Source: an optimization exercise on an open RTL-to-GDS flow (aim: small area). Production flows keep margins and buffers that such runs may drop. Only simulation tests tie the RTL to the original design; equivalence was not proved. Power and IR drop assume default switching activity.

### design/flow/run.sh
#!/bin/bash
# synth_recipe.tcl (not shown) runs the flow's synth.tcl, then flattens the netlist and writes it again
# the make line also repeats each setting of config.mk as NAME=value (left out here)
make -C /OpenROAD-flow-scripts/flow DESIGN_CONFIG=/design/flow/config.mk WORK_HOME=/design/flow/orfs CLKGATE_MAP_FILE= SYNTH_SCRIPT=/design/flow/synth_recipe.tcl finish
### design/flow/config.mk
export PLATFORM = sky130hd
export DESIGN_NAME = hb_front
export DESIGN_NICKNAME = hb_front
export VERILOG_FILES = /design/flow/design.v
export SDC_FILE = /design/flow/constraint.sdc
export NUM_CORES = 4
export LEC_CHECK = 0
export CAP_MARGIN = 20
export CORE_MARGIN = 2
export CORE_UTILIZATION = 40
export SLEW_MARGIN = 20
### design/flow/constraint.sdc
create_clock -name core_clock -period 10.0 [get_ports {clk}]
set_input_delay 2.0000 -clock core_clock [delete_from_list [all_inputs] [get_ports {clk}]]
set_output_delay 2.0000 -clock core_clock [all_outputs]
set_load 0.01 [all_outputs]
### design/flow/design.v
module hb_i2c_eeprom (
    input  wire         clk,
    input  wire         rst,
    input  wire         step,        
    input  wire         scl,         
    input  wire         sda,         
    input  wire         prev_scl,
    input  wire         prev_sda,
    input  wire [31:0]  board_id,    
    input  wire [143:0] serial_id,   
    output reg          sda_drv
);
    localparam [6:0] SLAVE_ADDR = 7'h50;
    reg       idle;
    reg       pre;
    reg [3:0] bitpos;
    reg [1:0] group;
    reg [7:0] sr;
    reg       dir;       
    reg [7:0] ee_cur;
    function [7:0] ee_byte;
        input [7:0] a;
        begin
            if (a == 8'd0)       ee_byte = 8'h4A;
            else if (a == 8'd1)  ee_byte = 8'h37;
            else if (a == 8'd2)  ee_byte = 8'h57;
            else if (a == 8'd3)  ee_byte = 8'h02;
            else if (a < 8'd8)   ee_byte = board_id[8*(7-a) +: 8];
            else if (a < 8'd26)  ee_byte = serial_id[8*(25-a) +: 8];
            else                 ee_byte = 8'hFF;
        end
    endfunction
    wire rise  = step && (scl != prev_scl) && scl;
    wire fall  = step && (scl != prev_scl) && !scl;
    wire start = step && (scl == prev_scl) && scl && (sda != prev_sda) && !sda;
    wire stop  = step && (scl == prev_scl) && scl && (sda != prev_sda) && sda;
    reg [3:0] nbitpos;
    reg [1:0] ngroup;
    always @(*) begin
        if (pre) begin
            nbitpos = 4'd0;
            ngroup  = 2'd0;
        end else if (bitpos == 4'd8) begin
            nbitpos = 4'd0;
            ngroup  = (group == 2'd2) ? 2'd2 : group + 2'd1;
        end else begin
            nbitpos = bitpos + 4'd1;
            ngroup  = group;
        end
    end
    wire [7:0] cur_byte = ee_byte(ee_cur);
    always @(posedge clk) begin
        if (rst) begin
            idle    <= 1'b1;
            pre     <= 1'b0;
            bitpos  <= 4'd0;
            group   <= 2'd0;
            sr      <= 8'd0;
            dir     <= 1'b0;
            ee_cur  <= 8'd0;
            sda_drv <= 1'b1;
        end else if (rise) begin
            sr <= {sr[6:0], sda};
        end else if (fall) begin
            if (idle) begin
                sda_drv <= 1'b1;
            end else begin
                pre    <= 1'b0;
                bitpos <= nbitpos;
                group  <= ngroup;
                if (ngroup == 2'd0) begin
                    if (nbitpos != 4'd8) begin
                        sda_drv <= 1'b1;
                    end else if (sr[7:1] == SLAVE_ADDR) begin
                        sda_drv <= 1'b0;
                        dir     <= sr[0];
                    end else begin
                        sda_drv <= 1'b1;
                        idle    <= 1'b1;
                    end
                end else if (!dir) begin
                    if (nbitpos == 4'd8) begin
                        if (ngroup == 2'd1)
                            ee_cur <= sr;
                        sda_drv <= 1'b0;
                    end else begin
                        sda_drv <= 1'b1;
                    end
                end else begin
                    if (nbitpos == 4'd8) begin
                        ee_cur  <= ee_cur + 8'd1;
                        sda_drv <= 1'b1;
                    end else begin
                        sda_drv <= cur_byte[3'd7 - nbitpos[2:0]];
                    end
                end
            end
        end else if (start) begin
            idle <= 1'b0;
            pre  <= 1'b1;
            sr   <= 8'd0;
        end else if (stop) begin
            idle <= 1'b1;
        end
    end
endmodule
module hb_deframer (
    input  wire       clk,
    input  wire       rst,
    input  wire       step,
    input  wire [7:0] e,
    output reg        ev_valid,
    output reg        ev_sop,
    output reg        ev_last,
    output reg  [7:0] ev_chan,
    output reg  [7:0] ev_byte
);
    localparam [7:0] PKT_SOP     = 8'h7A;
    localparam [7:0] PKT_EOP     = 8'h7B;
    localparam [7:0] PKT_CHANNEL = 8'h7C;
    localparam [7:0] PKT_ESC     = 8'h7D;
    localparam [7:0] ESC_XOR     = 8'h20;
    reg         await_chan;
    reg         inner_esc;
    reg [7:0]   chan;
    reg [255:0] open;
    reg [255:0] eop_pending;
    wire       is_append = !await_chan && (e != PKT_ESC) &&
                           (inner_esc || ((e != PKT_CHANNEL) && (e != PKT_SOP) && (e != PKT_EOP)));
    wire [7:0] d         = inner_esc ? (e ^ ESC_XOR) : e;
    always @(posedge clk) begin
        if (rst) begin
            await_chan  <= 1'b0;
            inner_esc   <= 1'b0;
            chan        <= 8'd0;
            open        <= 256'd0;
            eop_pending <= 256'd0;
            ev_valid    <= 1'b0;
            ev_sop      <= 1'b0;
            ev_last     <= 1'b0;
            ev_chan     <= 8'd0;
            ev_byte     <= 8'd0;
        end else begin
            ev_valid <= 1'b0;
            if (step) begin
                if (await_chan) begin
                    chan       <= e;
                    await_chan <= 1'b0;
                end else if (e == PKT_ESC) begin
                    inner_esc <= 1'b1;
                end else if (is_append) begin
                    inner_esc <= 1'b0;
                    if (open[chan]) begin
                        ev_valid <= 1'b1;
                        ev_sop   <= 1'b0;
                        ev_last  <= eop_pending[chan];
                        ev_chan  <= chan;
                        ev_byte  <= d;
                        if (eop_pending[chan]) begin
                            open[chan]        <= 1'b0;
                            eop_pending[chan] <= 1'b0;
                        end
                    end
                end else if (e == PKT_CHANNEL) begin
                    await_chan <= 1'b1;
                end else if (e == PKT_SOP) begin
                    open[chan]        <= 1'b1;
                    eop_pending[chan] <= 1'b0;
                    ev_valid <= 1'b1;
                    ev_sop   <= 1'b1;
                    ev_last  <= 1'b0;
                    ev_chan  <= chan;
                    ev_byte  <= 8'd0;
                end else begin
                    if (open[chan])
                        eop_pending[chan] <= 1'b1;
                end
            end
        end
    end
endmodule
module hb_front (
    input  wire         clk,
    input  wire         rst,
    input  wire         in_valid,
    input  wire [7:0]   in_byte,
    input  wire [31:0]  board_id,
    input  wire [143:0] serial_id,
    output reg          resp_valid,
    output reg  [7:0]   resp_byte,
    output wire         pkt_valid,
    output wire         pkt_sop,
    output wire         pkt_last,
    output wire [7:0]   pkt_chan,
    output wire [7:0]   pkt_byte,
    output reg          halted
);
    localparam [7:0] CMD_PREFIX = 8'h3A;
    localparam [7:0] OUTER_ESC  = 8'h3D;
    localparam [7:0] ESC_XOR    = 8'h20;
    localparam [7:0] RESP_FIXED = 8'h07;
    reg cfg_armed;
    reg outer_esc;
    reg prev_scl;
    reg prev_sda;
    wire sda_drv;
    wire       take     = in_valid && !halted;
    wire       is_pfx   = (in_byte == CMD_PREFIX);
    wire       is_esc   = (in_byte == OUTER_ESC);
    wire       is_data  = take && !is_pfx && !is_esc;
    wire [7:0] eff      = outer_esc ? (in_byte ^ ESC_XOR) : in_byte;
    wire       cmd      = is_data && cfg_armed;
    wire       cmd_ok   = cmd && eff[0];
    wire       i2c_step = cmd_ok && !eff[7];
    wire       pkt_step = is_data && !cfg_armed;
    hb_i2c_eeprom u_i2c (
        .clk       (clk),
        .rst       (rst),
        .step      (i2c_step),
        .scl       (eff[4]),
        .sda       (eff[5]),
        .prev_scl  (prev_scl),
        .prev_sda  (prev_sda),
        .board_id  (board_id),
        .serial_id (serial_id),
        .sda_drv   (sda_drv)
    );
    hb_deframer u_deframer (
        .clk      (clk),
        .rst      (rst),
        .step     (pkt_step),
        .e        (eff),
        .ev_valid (pkt_valid),
        .ev_sop   (pkt_sop),
        .ev_last  (pkt_last),
        .ev_chan  (pkt_chan),
        .ev_byte  (pkt_byte)
    );
    always @(posedge clk) begin
        if (rst) begin
            cfg_armed  <= 1'b0;
            outer_esc  <= 1'b0;
            prev_scl   <= 1'b1;
            prev_sda   <= 1'b1;
            halted     <= 1'b0;
            resp_valid <= 1'b0;
            resp_byte  <= 8'd0;
        end else begin
            resp_valid <= 1'b0;
            if (take) begin
                if (is_pfx) begin
                    cfg_armed <= 1'b1;
                end else if (is_esc) begin
                    outer_esc <= 1'b1;
                end else begin
                    outer_esc <= 1'b0;
                    if (cfg_armed) begin
                        cfg_armed <= 1'b0;
                        if (!eff[0]) begin
                            halted <= 1'b1;
                        end else begin
                            resp_valid <= 1'b1;
                            resp_byte  <= RESP_FIXED | {2'b00, prev_sda & sda_drv, prev_scl, 4'b0000};
                            prev_scl   <= eff[4];
                            prev_sda   <= eff[5];
                        end
                    end
                end
            end
        end
    end
endmodule
==> summary.txt <==
[cell usage in the layout (no fill, tap or decap), types with 80 or more instances in the layout]
master / Yosys / routed
and3_1: 94 / 94
nand2_1: 488 / 486
a21oi_1: 321 / 321
a211oi_1: 83 / 83
inv_1: 281 / 280
mux4_2: 163 / 163
nor3_1: 80 / 80
dfxtp_1: 576 / 570
o31ai_1: 96 / 96
nor2_1: 228 / 226
o21ai_0: 305 / 305
clkdlybuf4s50_1: 0 / 211
o311ai_0: 92 / 92
[per-layer routing]
metal	global-route usage, %	vias to the layer above	routed length (um)
met5	0	-	26
met4	8.28	4	3300
met2	39.0	1093	48000
met1	38.1	14189	48900
li1	-	13448	-
met3	4.36	205	8610
[report_power, final]
| part | switching (W) | internal [W] | leakage [nW] |
|---|---|---|---|
| Clock | 0.000972 | 0.00139 | 1.01 |
| Sequential | 0.000000268 | 0.00229 | 4.64 |
| Combinational | 0.0000821 | 0.0000836 | 4.80 |
[worst reg2reg max path: cells and delay by family, from the launching register on]
kind	cells	cell delay (ns)
AND/OR/NAND/NOR	6	2.87
AO/OA/AOI/OAI	2	1.07
flip-flops	1	0.76
buffers and inverters	3	1.74
[layout make-up]
| class | count | share of cell area, % |
|---|---|---|
| sequential | 576 | 32.3 |
| tap | 1040 | 3.64 |
| multi-input combinational | 2505 | 48.2 |
| clock inverter | 12 | 0.529 |
| timing repair buffer | 259 | 7.13 |
| inverter | 281 | 2.97 |
| clock buffer | 96 | 5.20 |
[per-stage QoR]
step           setup slack, ns  total power (W)  hold WS, ns  utilization [%]  cells
6_report                  3.44          0.00482        0.451             46.1   4769
5_1_grt                   3.13          0.00495        0.470             46.1   4769
4_1_cts                   3.68          0.00485        0.451             46.1   4769
3_5_place_dp              3.02          0.00251        0.443             43.4   4661
3_3_place_gp              3.13          0.00251        0.440             43.4   4660
2_1_floorplan             5.29          0.00241        0.427                -   3698
[cells in the mapped netlist (25+ instances only)]
cell and instances:
a2111oi_2 54, a211oi_1 83, a21oi_1 321, a22oi_1 45, a31oi_1 27, a32o_1 25
and2_1 34, and3_1 94, buf_2 68, clkbuf_1 211, dfxtp_1 576, inv_1 281
mux2i_1 33, mux4_2 163, nand2_1 488, nand3_1 78, nor2_1 228, nor3_1 80
o21ai_0 305, o22ai_1 60, o311ai_0 92, o31ai_1 96
[kinds of logic (layout without fill, tap and decap cells)]
group                      count (synthesis)  in the layout
AOI/OAI and AO/OA                       1193           1193
and+or+nand+nor                         1076           1076
buffers and inverters                    617            648
DFF                                      576            576
muxes                                    209            209
adders and majority gates                 13             13
xor gates and xnor gates                  11             11
other                                      1              3
[path summary, 6_finish.rpt]
path | startpoint | end | cells after the start
worst max-delay path | u_deframer.chan[1] | register | 11
worst min-delay path | u_deframer.ev_chan[1] | u_deframer.ev_chan[1] | 2
worst max register to register | u_deframer.chan[1] | register | 11
worst min register to register | u_deframer.ev_chan[1] | u_deframer.ev_chan[1] | 2
==> reports/qor.yml <==
detailed_routing:
  route.final.wire_length_um: 109000
  detail-route-antenna-nets: 0
  drc_errors_left: 0
  dr.pass1.iters: 5
  drt-initial-drc-count: 2903
  route.vias.total: 28939
  drt-wirelength-per-cell_um: 22.8
  detail_route.vias_per_cell: 6.07
cts:
  clock_insertion_delay_worst_skew_ns: 0.64
  post_cts.repair.setup_buffers: 0
  clockRootBuffer: "clkbuf_16"
  cts-hold-fix-buffers: 0
  cts_resized: 0
  clock_buffer_count_from_cts: 60
  cts_max_path_buffers: 3
  clkTransAtPathRegs_ns: 0.06
  tritoncts_num_sinks: 576
  cts.htree.levels: 2
  tritoncts: "yes"
power_and_ir_drop:
  ir_worst_vdd_uv: 115
  powerDensity_nw_per_um2: 135
  p_leak_nw: 10.4
layout:
  multi_input_area_sq_um: 17200
  storage_cell_area_sq_um: 11500
  nets: 3883
  drive_gt1_share_pct: 10.8
  num-fill-cells: 7569
  area.growth.synth_to_final_pct: 14.2
  insertedDiodeCount: 0
  final_cell_area_sq_um: 35700
worst_setup_path:
  crit_path_end_kind: "register"
  worstPathBufferInverterCount: 3
  regToRegSetupSlack_ns: 3.44
  critical-path-max-stage-delay_ns: 0.94
  sort_of_element_at_the_start_of_the_critical_path: "register"
  timing.critical_path.cells: "buf_4, inv_1, or3_1, nor2_1, nor4_1, a22oi_1, nand4_1, nand2_4, buf_4, nand3_1, a32o_1"
  crit_path_top_delay_cell: "nand2_4"
  critPathMostFrequentCell: "buf_4"
  data_required_time_of_the_worst_path_ns: 10.52
  critical_path_arrival_ns: 7.08
  critical-path-top-delay-family: "simple AND/OR/NAND/NOR gates"
  worst_setup_path_type: "reg -> reg"
  worst-path-max-fanout: 72
timing:
  finalSetupViolCount: 0
  accumulated_negative_setup_slack_ns: 0
  maxSlewViolCount: 0
  maxClockFrequency_ghz: 0.152
  timing.clock.skew_ns: 0.0174
  timing.final.crit_share_pct: 65.6
  finalCriticalPeriod_ns: 6.56
  rsz0062_at_grt: "no"
  final_hold_viol_count: 0
  worst_slew_margin_rel_pct: 20.7
  max_slew.worst_pin.slew_ns: 1.19
synth:
  synth-compound-area-share_pct: 25.4
  yosys_most_used_dff: "dfxtp_1"
  synth-xor-area-share_pct: 0.308
  synthDominantCellAreaShare_pct: 36.9
  ys_types: 76
  combinational_family_with_the_most_area_after_synthesis: "compound AO/OA/AOI/OAI gates"
  yosys.area_share.adder_pct: 0.520
  syn-mean-instance-area_sq_um: 8.46
  register_bit_total_from_synthesis: 576
  synth_area_leaders: "dfxtp_1 37%, mux4_2 12%, nand2_1 5.9%"
  post_synth_mux_area_share_pct: 13.3
  ys.warnings.count: 3
  synth-async-reset-ratio_pct: 0
  synth_largest_area_cell: "dfxtp_1"
  synth_enable_flop_cells: 0
  postSynthCellCount: 3696
  synth_sequential_area_ratio_pct: 36.9
  mappedNetlistArea_sq_um: 31300
  synth_simple_gate_area_share_pct: 15.3
grt:
  initial_antenna_violation_count: 2
  global_route_wire_length_before_repair_um: 167000
  grtUsageTotal_pct: 26.1
  overflow: 0
  grt_pass1_vias: 26882
  grt_max_degree: 212
placement:
  post-dp-hpwl_um: 68900
  globalplace.congestion: 0.916
  io_buffer_count: 212
  postPlaceCellArea_sq_um: 33700
status:
  status: "complete, no violations"
floorplan:
  die_area_sq_um: 80400
  dieWidth_um: 284
  die_h_um: 284
  initial_core_util_pct: 40.4
  coreArea_sq_um: 77500
  ioPinCount: 216
  fp-row-count: 102
worst_hold_path:
  hold_path.class: "reg -> reg"
flow_run:
  max_cap_viol_count: 0

## afterwards: timing with drivers on the ports
The results above use ideal ports. As a check the final layout listed here was re-extracted and re-timed, cells and wires unchanged.
Step 1: set_driving_cell puts a clkbuf_16 on clk and a buf_2 on each other input, an assumption about the parent block.
Step 2 times the ports against the registers' clock, not the clock port: input delays grow and output delays shrink by t, the midpoint of the rising clock arrivals with the driver on.
Three values: ideal ports, drivers, drivers and shift; two values: the first two.
shift t [ns]: 0.696
setup WS [ns]: 3.440 / 3.440 / 2.827
clock arrival spread, ns: 0.017 / 0.017
worst slew at a driven data input, ns: 0.10
pins driven straight from the clock port: 1
After both steps this run still meets setup and hold. For this run, drivers alone change the setup slack by 0.000 ns; drivers and shift together by -0.613 ns.
